Context: an optimization exercise on an open-source flow, tuned for a short achievable clock period and few clock cycles per item. The choices shown serve that exercise and are no tape-out recipe.
The RTL was checked by simulation tests, not by an equivalence proof against the original design.
No activity file was given, so power comes from the tool's default toggle rates.

`flow/design.v`:
```
module huff_codegen (
    input  wire        clk,
    input  wire        rst,
    input  wire        in_valid,
    output wire        in_ready,
    input  wire [15:0] in_freq,
    output reg         out_valid,
    output reg  [4:0]  out_sym,
    output reg  [4:0]  out_len,
    output reg  [30:0] out_code,
    output reg         out_err
);
    localparam NSYM = 32;
    localparam NIQ  = 16;     
    localparam FW   = 21;     
    integer i1, i2, i3, i4, i5, i6, i7, i8, i9, i10;
    function automatic le21(input [20:0] a, input [20:0] b);
        reg [31:0] g, l;
        integer k, d;
        begin
            g = 32'd0; l = 32'd0;
            for (k = 0; k < 21; k = k + 1) begin
                g[k] = a[k] & ~b[k];
                l[k] = ~a[k] & b[k];
            end
            for (d = 1; d < 32; d = d * 2)
                for (k = 0; k + d < 32; k = k + 2 * d) begin
                    g[k] = g[k + d] | (~l[k + d] & g[k]);
                    l[k] = l[k + d] | (~g[k + d] & l[k]);
                end
            le21 = ~g[0];
        end
    endfunction
    function automatic [20:0] add21(input [20:0] a, input [20:0] b);
        reg [20:0] g, p, p0;
        integer k, d;
        begin
            g = a & b; p = a ^ b; p0 = p;
            for (d = 1; d < 21; d = d * 2)
                for (k = 20; k >= d; k = k - 1) begin
                    g[k] = g[k] | (p[k] & g[k - d]);
                    p[k] = p[k] & p[k - d];
                end
            add21 = p0 ^ {g[19:0], 1'b0};
        end
    endfunction
    reg rdy;
    always @(posedge clk) rdy <= rdy | rst;
    assign in_ready = rdy;
    reg        iv;
    reg [15:0] ifq;
    reg [4:0]  ld_cnt;        
    reg [4:0]  in_cnt;        
    always @(posedge clk) begin
        ifq <= in_freq;
        if (rst) begin
            iv     <= 1'b0;
            in_cnt <= 5'd0;
        end else begin
            iv <= in_valid & rdy;
            if (in_valid & rdy) in_cnt <= in_cnt + 5'd1;
        end
        ld_cnt <= in_cnt;
    end
    reg [15:0] sw [0:NSYM-1];
    reg [4:0]  ss [0:NSYM-1];
    reg        sv [0:NSYM-1];
    reg [NSYM-1:0] spres;     
    reg [5:0]  scnt;          
    wire       inz  = (ifq != 16'd0);
    wire       ins  = iv & inz;
    wire       last = iv & (ld_cnt == 5'd31);
    reg [15:0] nw [0:NSYM-1];
    reg [4:0]  ns [0:NSYM-1];
    reg        nv [0:NSYM-1];
    reg [NSYM-1:0] gt;
    reg [NSYM-1:0] npres;
    always @(*) begin
        for (i3 = 0; i3 < NSYM; i3 = i3 + 1)
            gt[i3] = !sv[i3] || !le21({5'd0, sw[i3]}, {5'd0, ifq});
        for (i3 = 0; i3 < NSYM; i3 = i3 + 1) begin
            if (ins && gt[i3]) begin
                if (i3 > 0 && gt[i3-1]) begin
                    nw[i3] = sw[i3-1]; ns[i3] = ss[i3-1]; nv[i3] = sv[i3-1];
                end else begin
                    nw[i3] = ifq; ns[i3] = ld_cnt; nv[i3] = 1'b1;
                end
            end else begin
                nw[i3] = sw[i3]; ns[i3] = ss[i3]; nv[i3] = sv[i3];
            end
        end
        npres = spres;
        npres[ld_cnt] = inz;
    end
    wire [5:0] ncnt = scnt + {5'd0, ins};
    always @(posedge clk) begin
        for (i4 = 0; i4 < NSYM; i4 = i4 + 1) begin
            sw[i4] <= nw[i4];
            ss[i4] <= ns[i4];
        end
        if (iv) spres <= npres;
        if (rst || last) begin
            for (i4 = 0; i4 < NSYM; i4 = i4 + 1) sv[i4] <= 1'b0;
            scnt <= 6'd0;
        end else begin
            for (i4 = 0; i4 < NSYM; i4 = i4 + 1) sv[i4] <= nv[i4];
            scnt <= ncnt;
        end
    end
    reg [15:0]   lw [0:NSYM-1];   
    reg [4:0]    ls [0:NSYM-1];
    reg [5:0]    lcnt;            
    reg [FW-1:0] qw [0:NIQ-1];    
    reg [NIQ+1:0] qv;             
    reg [4:0]    qhd;             
    reg [4:0]    mrem;            
    reg          mact;            
    reg [4:0]    nid;             
    wire          lv0 = (lcnt != 6'd0);
    wire          lv1 = (lcnt[5:1] != 5'd0);
    wire [FW-1:0] l0 = {5'd0, lw[0]};
    wire [FW-1:0] l1 = {5'd0, lw[1]};
    wire [FW-1:0] q0 = qw[0];
    wire [FW-1:0] q1 = qw[1];
    wire le_l0q0 = lv0 && (!qv[0] || le21(l0, q0));
    wire le_l1q0 = lv1 && (!qv[0] || le21(l1, q0));
    wire le_l0q1 = lv0 && (!qv[1] || le21(l0, q1));
    wire pick_ll = le_l0q0 && le_l1q0;
    wire pick_lq = le_l0q0 && !le_l1q0;
    wire pick_ql = !le_l0q0 && le_l0q1;
    wire pick_qq = !le_l0q0 && !le_l0q1;
    wire [FW-1:0] s_ll = add21(l0, l1);
    wire [FW-1:0] s_lq = add21(l0, q0);
    wire [FW-1:0] s_qq = add21(q0, q1);
    wire [FW-1:0] msum = pick_ll ? s_ll : pick_qq ? s_qq : s_lq;
    wire [4:0] qhd1 = qhd + 5'd1;
    wire [5:0] ida = le_l0q0 ? {1'b0, ls[0]} : {1'b1, qhd};
    wire [5:0] idb = pick_ll ? {1'b0, ls[1]} : pick_lq ? {1'b1, qhd} :
                     pick_ql ? {1'b0, ls[0]} : {1'b1, qhd1};
    wire [5:0] nleaf = scnt + {5'd0, ins};    
    always @(posedge clk) begin
        if (last) begin
            for (i5 = 0; i5 < NSYM; i5 = i5 + 1) begin
                lw[i5] <= nw[i5];
                ls[i5] <= ns[i5];
            end
            lcnt <= nleaf;
            qv   <= {(NIQ+2){1'b0}};
            qhd  <= 5'd0;
            nid  <= 5'd0;
        end else begin
            for (i5 = 0; i5 < NSYM; i5 = i5 + 1) begin
                if (pick_ll) begin
                    lw[i5] <= lw[(i5+2)%NSYM]; ls[i5] <= ls[(i5+2)%NSYM];
                end else if (!pick_qq) begin
                    lw[i5] <= lw[(i5+1)%NSYM]; ls[i5] <= ls[(i5+1)%NSYM];
                end
            end
            lcnt <= lcnt - (pick_ll ? 6'd2 : pick_qq ? 6'd0 : 6'd1);
            for (i5 = 0; i5 < NIQ; i5 = i5 + 1) begin
                if (pick_ll)
                    qw[i5] <= qv[i5]   ? qw[i5]   : msum;
                else if (pick_qq)
                    qw[i5] <= qv[i5+2] ? qw[(i5+2)%NIQ] : msum;
                else
                    qw[i5] <= qv[i5+1] ? qw[(i5+1)%NIQ] : msum;
            end
            for (i5 = 0; i5 < NIQ; i5 = i5 + 1) begin
                if (pick_ll)
                    qv[i5] <= (i5 == 0) ? 1'b1 : qv[i5-1];
                else if (pick_qq)
                    qv[i5] <= qv[i5+1];
            end
            qhd <= pick_ll ? qhd : pick_qq ? qhd + 5'd2 : qhd1;
            nid <= nid + 5'd1;
        end
        qv[NIQ]   <= 1'b0;
        qv[NIQ+1] <= 1'b0;
        if (rst) begin
            mact <= 1'b0;
        end else if (last) begin
            mact <= (nleaf >= 6'd2);
            mrem <= nleaf[4:0] - 5'd2;
        end else if (mact) begin
            mrem <= mrem - 5'd1;
            if (mrem == 5'd0) mact <= 1'b0;
        end
    end
    reg       dv;
    reg [5:0] da, db;
    reg [4:0] dn;
    reg       dlast;
    always @(posedge clk) begin
        if (rst) begin
            dv    <= 1'b0;
            dlast <= 1'b0;
        end else begin
            dv    <= mact;
            dlast <= mact && (mrem == 5'd0);
        end
        da <= ida;
        db <= idb;
        dn <= nid;
    end
    reg [5:0]  cg [0:NSYM-1];   
    reg [4:0]  cl [0:NSYM-1];
    reg [30:0] cc [0:NSYM-1];
    reg        cerr;
    reg        cpend;           
    reg [4:0]  ul [0:NSYM-1];   
    reg [30:0] uc [0:NSYM-1];
    reg [5:0]  ug [0:NSYM-1];
    always @(*) begin
        for (i7 = 0; i7 < NSYM; i7 = i7 + 1) begin
            ul[i7] = cl[i7];
            uc[i7] = cc[i7];
            ug[i7] = cg[i7];
            if (dv && (cg[i7] == da || cg[i7] == db)) begin
                ul[i7] = cl[i7] + 5'd1;
                uc[i7] = cc[i7] | ({30'd0, cg[i7] == db} << cl[i7]);
                ug[i7] = {1'b1, dn};
            end
        end
    end
    reg  fin0;                
    wire fin = dlast | fin0;
    always @(posedge clk) begin
        if (rst) fin0 <= 1'b0;
        else     fin0 <= last && (nleaf < 6'd2);
    end
    reg [4:0]  ol [0:NSYM-1];
    reg [30:0] oc [0:NSYM-1];
    reg        oerr;
    reg [5:0]  ocnt;            
    wire       obusy = (ocnt != 6'd0);
    wire       ready = fin | cpend;
    wire       take  = ready & !obusy;
    always @(posedge clk) begin
        if (last) begin
            for (i9 = 0; i9 < NSYM; i9 = i9 + 1) begin
                cg[i9] <= {1'b0, i9[4:0]};
                cl[i9] <= {4'd0, npres[i9] & (nleaf == 6'd1)};
                cc[i9] <= 31'd0;
            end
            cerr <= (nleaf == 6'd0);
        end else begin
            for (i9 = 0; i9 < NSYM; i9 = i9 + 1) begin
                cg[i9] <= ug[i9];
                cl[i9] <= ul[i9];
                cc[i9] <= uc[i9];
            end
        end
        if (rst) cpend <= 1'b0;
        else     cpend <= ready & obusy;
    end
    always @(posedge clk) begin
        if (take) begin
            for (i10 = 0; i10 < NSYM; i10 = i10 + 1) begin
                ol[i10] <= ul[i10];
                oc[i10] <= uc[i10];
            end
            oerr <= cerr;
        end else begin
            for (i10 = 0; i10 < NSYM - 1; i10 = i10 + 1) begin
                ol[i10] <= ol[i10+1];
                oc[i10] <= oc[i10+1];
            end
        end
        if (rst) begin
            ocnt      <= 6'd0;
            out_valid <= 1'b0;
        end else begin
            out_valid <= take | obusy;
            if (take)       ocnt <= 6'd31;
            else if (obusy) ocnt <= ocnt - 6'd1;
        end
        out_sym  <= take ? 5'd0 : out_sym + 5'd1;
        out_len  <= take ? ul[0] : ol[1];
        out_code <= take ? uc[0] : oc[1];
        out_err  <= take ? cerr : oerr;
    end
endmodule
```
`flow/run.sh`:
```
#!/bin/bash
# synth_recipe.tcl (not shown) runs the flow's synth.tcl, then flattens the netlist and writes it again
# the make line also repeats each setting of config.mk as NAME=value (left out here)
make -C /OpenROAD-flow-scripts/flow DESIGN_CONFIG=/design/flow/config.mk WORK_HOME=/design/flow/orfs CLKGATE_MAP_FILE= SYNTH_SCRIPT=/design/flow/synth_recipe.tcl finish
```
`flow/config.mk`:
```
export PLATFORM = sky130hd
export DESIGN_NAME = huff_codegen
export DESIGN_NICKNAME = huff_codegen
export VERILOG_FILES = /design/flow/design.v
export SDC_FILE = /design/flow/constraint.sdc
export NUM_CORES = 4
export LEC_CHECK = 0
export CAP_MARGIN = 20
export CORE_MARGIN = 2
export CORE_UTILIZATION = 40
export SETUP_SLACK_MARGIN = 3.0
export SLEW_MARGIN = 20
export TNS_END_PERCENT = 5
```
`flow/constraint.sdc`:
```
create_clock -name core_clock -period 6.0 [get_ports {clk}]
set_input_delay 1.2000 -clock core_clock [delete_from_list [all_inputs] [get_ports {clk}]]
set_output_delay 1.2000 -clock core_clock [all_outputs]
set_load 0.01 [all_outputs]
```
==> run notes <==
-- sequential cells by signal, indices dropped and copies added, names as in the netlist, 31 cells and up --
signal,flops
ol,155
out_code,31
cl,160
cc,992
ls,160
qw,336
oc,961
spres,32
cg,192
lw,512
sv,32
ss,160
sw,512
-- final timing paths --
kind | start | end | slack [ns] | cells past startpoint
setup reg to reg | qw[0][13] | lw[30][15] | 2.23 | 14
hold reg to reg | in_cnt[4] | ld_cnt[4] | 0.36 | 0
setup / recovery | qw[0][13] | lw[30][15] | 2.23 | 14
hold / removal | in_cnt[4] | ld_cnt[4] | 0.36 | 0
-- timing repair --
item	in CTS	in global routing
gates cloned	114	152
buffers inserted	195	263
pin swaps	98	285
gates resized for setup	693	924
setup endpoints to repair	4630	4103
-- synth_stat cells (all sizes together), types with 118 or more instances --
cell type  count
nand2       3287
dfxtp       3264
nor2        2447
a21oi       2023
o21ai       1842
clkbuf      1135
edfxtp      1083
mux2i        690
buf          506
nand3        423
inv          354
xnor2        330
nor3         296
o21a         281
xor2         267
nand2b       258
and3         235
nor2b        216
maj3         211
o221ai       186
a31oi        181
mux2         181
a21o         161
and2         155
ha           131
a221oi       124
o22ai        118
-- through the flow --
step           cells  hold WS [ns]  worst slack, ns  power (uW)  util, %
3_3_place_gp   26800         0.349             1.31       39000     41.3
5_1_grt        28400         0.373             2.24       70800     48.0
4_1_cts        28000         0.360             2.34       68200     46.1
3_5_place_dp   26800         0.352             1.15       39200     41.3
2_1_floorplan  21600         0.349            0.465       37200        -
6_report       28400         0.361             2.23       68600     48.0
-- where the power goes --
part	switching (uW)	leakage (uW)	total, uW	internal [uW]
combinational	3970	0.0495	6870	2890
sequential	1510	0.0358	32800	31300
clock	12400	0.00754	29000	16600
total	17900	0.0928	68600	50800
-- worst max-delay path: cells and delay by family, from the launching register on --
family                     cells  cell delay [ns]
and+or+nand+nor                1             0.13
adders and majority gates      1             0.28
AOI/OAI and AO/OA              7             1.92
buffers and inverters          5             0.69
DFF                            1             0.54
-- per-layer routing --
layer,global-route usage [%],vias up
met5,0,-
met4,10.1,10
met3,3.62,1710
met2,40.3,7838
met1,33.3,80100
li1,-,75700
-- final cells by class --
| class | count | share of cell area (%) |
|---|---|---|
| Sequential cell | 4347 | 42.7 |
| Multi-Input combinational cell | 15300 | 39.7 |
| Timing Repair Buffer | 1085 | 6.66 |
| Clock buffer | 686 | 5.88 |
| Tap cell | 6400 | 3.49 |
| Clock inverter | 170 | 0.776 |
| Inverter | 374 | 0.697 |
| Timing Repair inverter | 8 | 0.0616 |
| Antenna cell | 27 | 0.0294 |
-- logic make-up (layout without fill, tap and decap cells) --
kind of cell / after synthesis / count (layout) / synth area share [%]
buffers and inverters: 2015 / 2323 / 4.26
adder cells (fa/ha/maj): 346 / 346 / 2.00
other: 0 / 27 / 0
AO/OA/AOI/OAI: 5842 / 5863 / 18.3
AND/OR/NAND/NOR: 7606 / 7620 / 17.0
multiplexers: 871 / 876 / 4.69
XOR/XNOR: 597 / 597 / 2.73
flip-flops: 4347 / 4347 / 51.0
==> impl_metrics.yaml <==
status:
  status: "no timing/DRC/antenna violations"
timing:
  maxSlewHeadroom_pct: 7.27
  finalClockSkew_ns: 0.0777
  tightest_slew_ns: 1.39
  hold_viol: 0
  period_share_pct: 62.8
  fin_tns_setup_ns: 0
  finalSetupViolCount: 0
  timing.fmax_mhz: 265
  rsz0062_at_grt: "yes"
  min_period_ns: 3.77
  maxSlewViolCount: 0
yosys:
  avgSynthCellArea_um2: 8.87
  synth_seq_area_share_pct: 51.0
  synth.largest_area_cell: "dfxtp_1"
  ys.warnings.count: 19
  synth.cell_area_um2: 192000
  ys_ff_latch: 4347
  ys_types: 107
  syn-num-nets: 21800
  synthDominantCellAreaShare_pct: 34.1
  synth_edf_count: 1083
  ys.flop_type: "dfxtp_1"
  synth-async-reset-ratio_pct: 0
  synth_cells: 21600
  yosys-top-cells-area: "dfxtp_1 34%, edfxtp_1 17%, nand2_1 6.4%"
placed_design:
  dp.final_hpwl_um: 382000
  place_area_um2: 198000
  io_buffers: 62
  place_congestion: 0.885
floorplan:
  die_h_um: 696
  die_area_um2: 485000
  core_region_area_um2: 478000
  initial_core_util_pct: 40.1
  io_pins: 63
  fp.dieW_um: 696
  rows: 254
routing:
  dr_wl_met3_um: 59000
  ant_nets: 0
  vias: 165000
  met1_length_um: 274000
  dr.max_layer_used: "met5"
  firstDrtPassIters: 8
  routed_wl_um: 675000
  routed_via_density: 5.82
  route.detailed.drc: 0
  dr_wl_met2_um: 307000
  wl_per_cell_um: 23.8
  drtIter0Drc: 19700
global_routing:
  antenna_found_initial: 36
  grt_max_degree: 241
  track_usage_pct: 24.9
  grt_pass1_wl_um: 946000
  grt_pass1_vias: 152000
  grt_overflow: 0
hold_path:
  hp-class: "flip-flop to flip-flop"
clock_tree:
  cts_hold_buf: 0
  cts-root-buf: "clkbuf_16"
  cts_buffers: 457
  htreeDepth: 5
  clkTransAtPathRegs_ns: 0.06
  clk_latency_ns: 1.06
  clkSinkCount: 4347
  cts_buffer_depth: 4
  cts_tree: "yes"
critical_path:
  path_max_fanout: 15
  cp_slowest_stage_delay_ns: 0.60
  cpMostUsedCell: "buf_12"
  end_kind: "flip-flop"
  cp_slowest_cell: "o211ai_1"
  worstPathArrival_ns: 4.62
  worstSetupStartpointType: "flip-flop"
  crit_chain: "ha_2 -> inv_2 -> a221oi_2 -> o31ai_2 -> a311oi_2 -> a21oi_4 -> a21o_4 -> nor2_4 -> buf_12 -> buf_12 -> clkinv_16 -> buf_4 -> o211ai_1 -> o21a_1"
  worstSetupPathType: "flip-flop to flip-flop"
  cp.required_ns: 6.86
finish:
  syn2layout_area_growth_pct: 19.7
  final_nets: 21700
  seq_area_um2: 98000
  fillers: 44600
  design_area_um2: 230000
  drive_gt1_share_pct: 13.2
  final_common_cell: "dfxtp_1"
  layout_common_cells: "3,209 x dfxtp_1, 3,148 x nand2_1, 2,417 x nor2_1"
  multi_input_comb_area_um2: 91200
power_and_ir_drop:
  p_leak_uw: 0.0928
  p_per_area_nw_per_um2: 299
  ir_worst_vdd_v: 0.000284
flow_run:
  drv_cap: 0
Testbench counts, summed over its fixed seeds: cycles 6,664, tables 192.

==> what the ideal ports hide <==
The flow's constraints put no driver on any port. The routed layout listed below was extracted and timed again, unchanged, in two steps. Step 1 (the two cells are an assumption about what drives the block):
set clk [get_ports {clk}]
set_driving_cell -lib_cell sky130_fd_sc_hd__clkbuf_16 $clk
set_driving_cell -lib_cell sky130_fd_sc_hd__buf_2 [delete_from_list [all_inputs] $clk]
Step 2 moves the port delays by t, midway between the first and last clock arrival at a register: inputs arrive t later, outputs are due t later. That takes back most of the time a late clock gives input paths. a / b / c = ideal ports / drivers / drivers and shift; a / b = the first two.
t, ns: 1.155
setup slack, ns: 2.233 / 2.233 / 2.176
worst hold slack (ns): 0.361 / 0.361 / 0.361
worst setup path at the end: input to register
clock arrival spread, ns: 0.078 / 0.077
After both steps this run still meets setup and hold. For this run, drivers alone change the setup slack by 0.000 ns; drivers and shift together by -0.057 ns.
